From an optimization exercise on the open Yosys and OpenROAD flow, aimed at small area; shortcuts taken in it are not production practice.
Function was checked by simulation only, so behaviour that the tests miss may differ from the original.
Power figures rest on the tool's default switching activity, not on a simulated workload.

`design.v`:
```
module sam_cell_decoder (
    input  wire         clk,
    input  wire         rst,               
    input  wire         ct_we,
    input  wire [3:0]   ct_idx,
    input  wire [7:0]   ct_val,
    input  wire         cell_valid,
    input  wire [1:0]   cell_kind,         
    input  wire [1:0]   cell_mode,         
    input  wire         cell_flash,        
    input  wire [3:0]   cell_border,       
    input  wire [3:0]   cell_old_border,   
    input  wire [31:0]  cell_data,         
    output reg          px_valid,
    output wire [127:0] px,                
    output wire         px_hires
);
    reg       p_we, p_rst;
    reg [3:0] p_idx;
    reg [7:0] p_val;
    always @(posedge clk) begin
        p_rst <= rst;
        p_we  <= ct_we & ~rst;
        p_idx <= ct_idx;
        p_val <= ct_val;
    end
    reg [7:0] ct [0:15];
    integer e;
    always @(posedge clk) begin
        for (e = 0; e < 16; e = e + 1)
            if (p_rst || (p_we && p_idx == e))
                ct[e] <= p_rst ? 8'h00 : p_val;
    end
    wire screen = (cell_kind == 2'd1);
    wire toggle = (cell_kind == 2'd2);
    wire m34    = screen & cell_mode[1];
    wire m3     = m34 & ~cell_mode[0];
    wire [7:0] d = cell_data[31:24];
    wire [7:0] a = cell_data[23:16];
    wire       swap   = cell_flash & a[7];
    wire [3:0] ink    = {a[6], a[2:0]};
    wire [3:0] paper  = {a[6], a[5:3]};
    wire [3:0] fg     = swap ? paper : ink;
    wire [3:0] bg     = swap ? ink   : paper;
    reg [3:0] idx_n [0:7];
    integer i;
    always @* begin
        for (i = 0; i < 8; i = i + 1) begin
            if (m34)
                idx_n[i] = cell_data[31 - 4 * i -: 4];
            else if (screen)
                idx_n[i] = d[7 - i] ? fg : bg;
            else if (toggle && i == 0)
                idx_n[i] = cell_old_border;
            else
                idx_n[i] = cell_border;
        end
    end
    reg [3:0] idx_rn [0:7];
    reg       m3_r, m3n_r, tg_r;
    integer r;
    always @(posedge clk) begin
        px_valid <= cell_valid & ~rst;
        m3_r     <= m3;
        m3n_r    <= ~m3;    
        tg_r     <= toggle;
        for (r = 0; r < 8; r = r + 1)
            idx_rn[r] <= ~idx_n[r];    
    end
    assign px_hires = m3_r;
    wire [7:0] port [0:7];
    wire [7:0] portb [0:7];   
    genvar g, k;
    generate
        for (g = 0; g < 8; g = g + 1) begin : rd
            wire m3g = (g < 4) ? m3_r : ~m3n_r;
            wire [1:0] hi = ~idx_rn[g][3:2];
            wire [1:0] lo = ~idx_rn[g][1:0];
            wire [3:0] ph, pl;
            for (k = 0; k < 4; k = k + 1) begin : pd
                assign ph[k] = (hi == k);
                assign pl[k] = (lo == k);
            end
            wire [15:4] oh;
            wire [3:0]  sel_e, sel_o;
            for (k = 4; k < 16; k = k + 1) begin : oh_g
                assign oh[k] = ~m3g & ph[k / 4] & pl[k % 4];
            end
            for (k = 0; k < 4; k = k + 1) begin : lo_g
                assign sel_e[k] = m3g ? ph[k] : (ph[0] & pl[k]);
                assign sel_o[k] = pl[k] & (m3g | ph[0]);
            end
            reg [7:0] acc_h, acc_l, acc_o;
            integer q;
            always @* begin
                acc_h = 8'h00;
                for (q = 4; q < 16; q = q + 1)
                    acc_h = acc_h | ({8{oh[q]}} & ct[q]);
                acc_l = 8'h00;
                acc_o = 8'h00;
                for (q = 0; q < 4; q = q + 1) begin
                    acc_l = acc_l | ({8{sel_e[q]}} & ct[q]);
                    acc_o = acc_o | ({8{sel_o[q]}} & ct[q]);
                end
            end
            assign port[g]  = acc_h | acc_l;
            assign portb[g] = acc_h | acc_o;
        end
    endgenerate
    generate
        for (g = 0; g < 8; g = g + 1) begin : pix
            wire [7:0] even, odd;
            if (g == 0) begin : p0
                assign even = tg_r ? {port[0][5:0], port[0][7:6]} : port[0];
            end else begin : pn
                assign even = port[g];
            end
            assign odd = (g == 0 && tg_r) ? port[1] : portb[g];
            assign px[16 * g +: 8]     = even;
            assign px[16 * g + 8 +: 8] = odd;
        end
    endgenerate
endmodule
```
`flow/run.sh`:
```
#!/bin/bash
# Standard ORFS layout with these changes:
#  - port buffers use sky130_fd_sc_hd__buf_1
#  - timing-driven global placement does not keep its trial buffering
#  - CTS without dummy loads, with smaller clock buffers
# Every tool's output goes to a log file in this folder.
set -euo pipefail
W=$(pwd)
rm -rf "$W/scripts"
cp -r "$FLOW_HOME/scripts" "$W/scripts"
cp "$W/flow/abc_area.script" "$W/scripts/abc_area.script"
bash "$W/standard.sh" SCRIPTS_DIR="$W/scripts" \
  BUFFER_PORTS_ARGS="-buffer_cell sky130_fd_sc_hd__buf_1" \
  GPL_KEEP_OVERFLOW=0 \
  CTS_ARGS="-sink_clustering_enable -repair_clock_nets -dont_use_dummy_load -buf_list {sky130_fd_sc_hd__clkbuf_4 sky130_fd_sc_hd__clkbuf_8}" \
  finish > "$W/flow_make.log" 2>&1
```
`flow/abc_area.script`:
```
strash
dc2
&get -n
&dch -f
&nf -p -R 1000
&put
mfs2
&get -n
&dch -f
&nf -p -R 1000
&put
mfs2
&get -n
&dch -f
&nf -p -R 1000
&put
mfs2
&get -n
&dch -f
&nf -p -R 1000
&put
topo
```
`standard.sh`:
```
#!/bin/bash
# synth_recipe.tcl (not shown) runs the flow's synth.tcl, then flattens the netlist and writes it again
# the make line also repeats each setting of config.mk as NAME=value (left out here)
make -C /OpenROAD-flow-scripts/flow DESIGN_CONFIG=/design/flow/config.mk WORK_HOME=/design/flow/orfs CLKGATE_MAP_FILE= SYNTH_SCRIPT=/design/flow/synth_recipe.tcl "${@:-finish}"
```
`config.mk`:
```
export PLATFORM = sky130hd
export DESIGN_NAME = sam_cell_decoder
export DESIGN_NICKNAME = sam_cell_decoder
export VERILOG_FILES = /design/flow/design.v
export SDC_FILE = /design/flow/constraint.sdc
export NUM_CORES = 4
export LEC_CHECK = 0
export ABC_AREA = 1
export CAP_MARGIN = 5
export CELL_PAD_IN_SITES_DETAIL_PLACEMENT = 1
export CELL_PAD_IN_SITES_GLOBAL_PLACEMENT = 2
export CORE_MARGIN = 2
export CORE_UTILIZATION = 30
export PLACE_DENSITY = 0.36
export SETUP_SLACK_MARGIN = 0.1
export SLEW_MARGIN = 5
```
`constraint.sdc`:
```
create_clock -name core_clock -period 5.0 [get_ports {clk}]
set_input_delay 1.0000 -clock core_clock [delete_from_list [all_inputs] [get_ports {clk}]]
set_output_delay 1.0000 -clock core_clock [all_outputs]
set_load 0.01 [all_outputs]
```
==> results_dict.tcl <==
set metrics [dict create \
    worst_path_largest_cell_delay_ns 1.09 \
    syn-cell-area_mm2 0.0129 \
    maximum_number_of_pins_on_one_net_before_global_route_repair 38 \
    ys_seq_elements 178 \
    synth_largest_area_cell "sky130_fd_sc_hd__edfxtp_1" \
    number_of_max_slew_violations_in_the_final_report 0 \
    grt_first_pass_wirelength_mm 135 \
    critPathKind "reg2out" \
    vdd.ir_drop.worst_v 0.000340 \
    cellLeakagePower_nw 4.64 \
    floorplan.die_area_mm2 0.0447 \
    track_usage_pct 43.4 \
    clock_tree.root_cell "sky130_fd_sc_hd__clkbuf_8" \
    timing.max_slew.rel_slack_pct 9.80 \
    place_hpwl_mm 66.0 \
    placedCellCount 2171 \
    numCtsBuffers 17 \
    detailed_router_s_first_iteration_violation_count 4790 \
    critPathMaxFanout 24 \
    timing.critical_path.slowest_stage_cell "sky130_fd_sc_hd__dfxtp_1" \
    wire_length_per_cell_after_detailed_routing_um 45.1 \
    combined_flip_flop_and_latch_cell_area_mm2 0.00485 \
    clock_sink_count 178 \
    post_synthesis_sequential_area_ratio_pct 37.6 \
    floorplan.die.height_um 211 \
    min_delay_path_depth 1 \
    final_hold_viol_count 0 \
    hold_path_class "in2reg" \
    finish.net_count 1712 \
    data_required_critical_path_ns 4.00 \
    period_needed_ns 4.76 \
    finClkSkew_ns 0.0480 \
    post-route-period-util_pct 95.2 \
    setup_viol 0 \
    cts.htree.levels 4 \
    routed_wl_mm 98.7 \
    gp_congestion 0.996 \
    area_growth_syn_to_layout_pct 12.9 \
    result_of_the_run "no timing/DRC/antenna violations" \
    category_of_the_worst_setup_path_capture_point "output port" \
    synthesis.instances 1442 \
    cts.hold.buffers_added 0 \
    start_util_pct 30.5 \
    synthDominantCellAreaShare_pct 29.8 \
    yosys.cell_types.count 38 \
    vias_in_the_first_global_route 17063 \
    critical_path.cell_chain "nand3_1 -> nor2_1 -> a222oi_1 -> nand3_1 -> a221oi_1 -> nand2_1 -> a21oi_1 -> nand2_1 -> buf_1" \
    layout.core_utilization_pct 34.5 \
    floorplan_row_count 75 \
    worstSkewPairLatency_ns 0.56 \
    drc 0 \
    final_cells 2190 \
    grt_overflow 0 \
    worst_pin_slew_ns 1.35 \
    final_design_area_no_fill_mm2 0.0146 \
    power_density_mw_per_mm2 352 \
    die_x_um 211 \
    avgSynthCellArea_um2 8.94 \
    yosysWarningCount 4 \
    worst_setup_path_start_kind "flip-flop" \
    finalSetupTns_ns 0 \
    mappedNetlistNets 1503 \
    rr_worst_depth 1 \
    synth_top_cells_by_area "sky130_fd_sc_hd__edfxtp_1 30%, sky130_fd_sc_hd__a222oi_1 24%, sky130_fd_sc_hd__dfxtp_1 7.8%, sky130_fd_sc_hd__nand2_1 7.7%, sky130_fd_sc_hd__nand3_1 4.4%" \
    cts_tree "done" \
    routed_via_density 8.01 \
    timing.fmax_mhz 210 \
    antenna_found_initial 5 \
    drive_gt1_share_pct 1.64 \
    cts.clk_slew.worst_paths_ns 0.10 \
    max_cap_viol_count 0 \
    timing.hold.ws_ns 0.541 \
    ant_nets 0 \
    placeableCoreArea_mm2 0.0422 \
    rsz0062_at_grt "no" \
    layout.filler_cells 5041 \
    routed-via-count 17545 \
    i_o_pin_cnt 191 \
    drt-pass1-iter-count 14 \
    cp.arrival_ns 3.76 \
    multi_input_logic_area_mm2 0.00806 \
    cts_max_path_buffers 2 \
    postPlaceCellArea_mm2 0.0143 \
    portBuffers 190 \
]
-- Yosys cell counts --
cell	number
sky130_fd_sc_hd__or3_1	6
sky130_fd_sc_hd__nor3_1	23
sky130_fd_sc_hd__nand2_1	265
sky130_fd_sc_hd__nor3b_1	11
sky130_fd_sc_hd__a31o_1	1
sky130_fd_sc_hd__a2bb2oi_1	6
sky130_fd_sc_hd__a211oi_1	3
sky130_fd_sc_hd__o21a_1	1
sky130_fd_sc_hd__dfxtp_1	50
sky130_fd_sc_hd__and2_0	16
sky130_fd_sc_hd__nand4_1	7
sky130_fd_sc_hd__nor2b_1	14
sky130_fd_sc_hd__o31a_1	1
sky130_fd_sc_hd__o31ai_1	1
sky130_fd_sc_hd__a31oi_1	1
sky130_fd_sc_hd__a21o_1	3
sky130_fd_sc_hd__and3_1	10
sky130_fd_sc_hd__or2_0	9
sky130_fd_sc_hd__o221ai_1	6
sky130_fd_sc_hd__a221o_1	4
sky130_fd_sc_hd__o21bai_1	12
sky130_fd_sc_hd__mux2i_1	7
sky130_fd_sc_hd__nand3_1	113
sky130_fd_sc_hd__a221oi_1	43
sky130_fd_sc_hd__mux2_1	3
sky130_fd_sc_hd__edfxtp_1	128
sky130_fd_sc_hd__o22ai_1	4
sky130_fd_sc_hd__nand3b_1	10
sky130_fd_sc_hd__a22o_1	1
sky130_fd_sc_hd__a21oi_1	105
sky130_fd_sc_hd__o32ai_1	2
sky130_fd_sc_hd__a222oi_1	303
sky130_fd_sc_hd__clkinv_1	5
sky130_fd_sc_hd__nor2_1	136
sky130_fd_sc_hd__nand2b_1	26
sky130_fd_sc_hd__o21ai_0	27
sky130_fd_sc_hd__a22oi_1	50
sky130_fd_sc_hd__o211ai_1	29
-- final timing paths --
| kind | startpoint | end | slack (ns) |
|---|---|---|---|
| worst max-delay path | m3n_r | px[106] | 0.24 |
| worst min register to register | p_val[1] | ct[10][1] | 0.77 |
| worst min-delay path | ct_val[2] | p_val[2] | 0.54 |
| worst max register to register | p_rst | ct[13][0] | 2.84 |
-- state kept, by name, summed over array words and instances (netlist names) --
name      count
m3_r          1
p_idx         4
tg_r          1
p_val         8
idx_rn       32
p_we          1
px_valid      1
m3n_r         1
p_rst         1
ct          128
-- cells by family after synthesis --
family | count (synthesis) | synth area share [%]
DFF | 178 | 37.6
muxes | 10 | 0.805
and+or+nand+nor | 646 | 22.4
AOI/OAI and AO/OA | 603 | 39.0
buffers and inverters | 5 | 0.146
-- per-stage QoR --
stage	power (mW)	setup slack (ns)
floorplan	3.02	1.55
global placement	4.19	0.705
detailed placement	4.18	0.683
CTS	4.98	0.394
global route	5.25	0.125
finish	5.12	0.238
-- report_power, final --
part,switching (mW),leakage (nW),internal (mW),total [mW]
clock network,0.515,0.122,0.300,0.815
logic,1.31,2.86,0.589,1.90
registers,0.689,1.66,1.72,2.41
total,2.51,4.64,2.61,5.12
-- cell usage in the layout (no fill, tap or decap), types with 2 or more instances in the layout --
cell type and n:
sky130_fd_sc_hd__or2_0 9, sky130_fd_sc_hd__o22ai_1 4, sky130_fd_sc_hd__a21o_1 3, sky130_fd_sc_hd__o21bai_1 12
sky130_fd_sc_hd__o21ai_0 27, sky130_fd_sc_hd__a22oi_1 50, sky130_fd_sc_hd__buf_1 190, sky130_fd_sc_hd__edfxtp_1 128
sky130_fd_sc_hd__a221oi_1 43, sky130_fd_sc_hd__a222oi_1 303, sky130_fd_sc_hd__dfxtp_1 49, sky130_fd_sc_hd__nor2b_2 6
sky130_fd_sc_hd__nor2_1 136, sky130_fd_sc_hd__nor3_1 21, sky130_fd_sc_hd__a211oi_1 3, sky130_fd_sc_hd__mux2i_1 7
sky130_fd_sc_hd__and2_0 16, sky130_fd_sc_hd__nor3_2 2, sky130_fd_sc_hd__nand2b_1 26, sky130_fd_sc_hd__a221o_1 4
sky130_fd_sc_hd__nor3b_1 11, sky130_fd_sc_hd__mux2_1 3, sky130_fd_sc_hd__clkbuf_8 17, sky130_fd_sc_hd__nor2b_1 8
sky130_fd_sc_hd__nand4_1 7, sky130_fd_sc_hd__o211ai_1 29, sky130_fd_sc_hd__and3_1 10, sky130_fd_sc_hd__o221ai_1 6
sky130_fd_sc_hd__or3_1 6, sky130_fd_sc_hd__diode_2 2, sky130_fd_sc_hd__a21oi_1 105, sky130_fd_sc_hd__nand3b_1 10
sky130_fd_sc_hd__a2bb2oi_1 6, sky130_fd_sc_hd__clkinv_1 5, sky130_fd_sc_hd__nand3_1 113, sky130_fd_sc_hd__nand2_1 265
-- worst max-delay path, delay by kind of cell (launching register included) --
family	cells	cell delay, ns
and+or+nand+nor	5	1.57
buffers and inverters	1	0.17
DFF	1	1.09
AOI/OAI and AO/OA	3	0.40
-- layer usage --
| metal | track usage, % | share of wire (%) |
|---|---|---|
| met1 | 52.2 | 35 |
| met2 | 62.7 | 42 |
| met3 | 18.8 | 15 |
| met4 | 28.8 | 8.2 |
| met5 | 1.11 | 0.080 |
-- final cells by class --
type                            count  share of cell area (%)
Multi-Input combinational cell   1259                    55.4
Inverter                            5                   0.129
Sequential cell                   178                    33.3
Clock buffer                       17                    1.61
Timing Repair Buffer              190                    4.90
Antenna cell                        2                  0.0344
Tap cell                          539                    4.63
-- what timing repair did --
item,in CTS,in global routing
setup buffers,0,0
endpoints found under the setup margin,3,1
resized for setup,2,1

==> what the ideal ports hide <==
The flow's constraints put no driver on any port. The routed layout listed below was extracted and timed again, unchanged, in two steps.
Step 1 (the two cells are an assumption about what drives the block):
set clk [get_ports {clk}]
set_driving_cell -lib_cell sky130_fd_sc_hd__clkbuf_16 $clk
set_driving_cell -lib_cell sky130_fd_sc_hd__buf_2 [delete_from_list [all_inputs] $clk]
Step 2 moves the port delays by t, midway between the first and last clock arrival at a register: inputs arrive t later, outputs are due t later. That takes back most of the time a late clock gives input paths.
Three values: no drivers, after step 1, after step 2; two values: the first two.
t (ns): 0.587
setup WS [ns]: 0.238 / 0.184 / 0.742
worst setup path at the end: input to register
latest minus earliest clock arrival (ns): 0.063 / 0.063
worst data-port slew with drivers (ns): 0.08
After both steps setup and hold are still met in this run. The setup slack of this run moves by -0.054 ns with the drivers and by +0.504 ns with both steps.
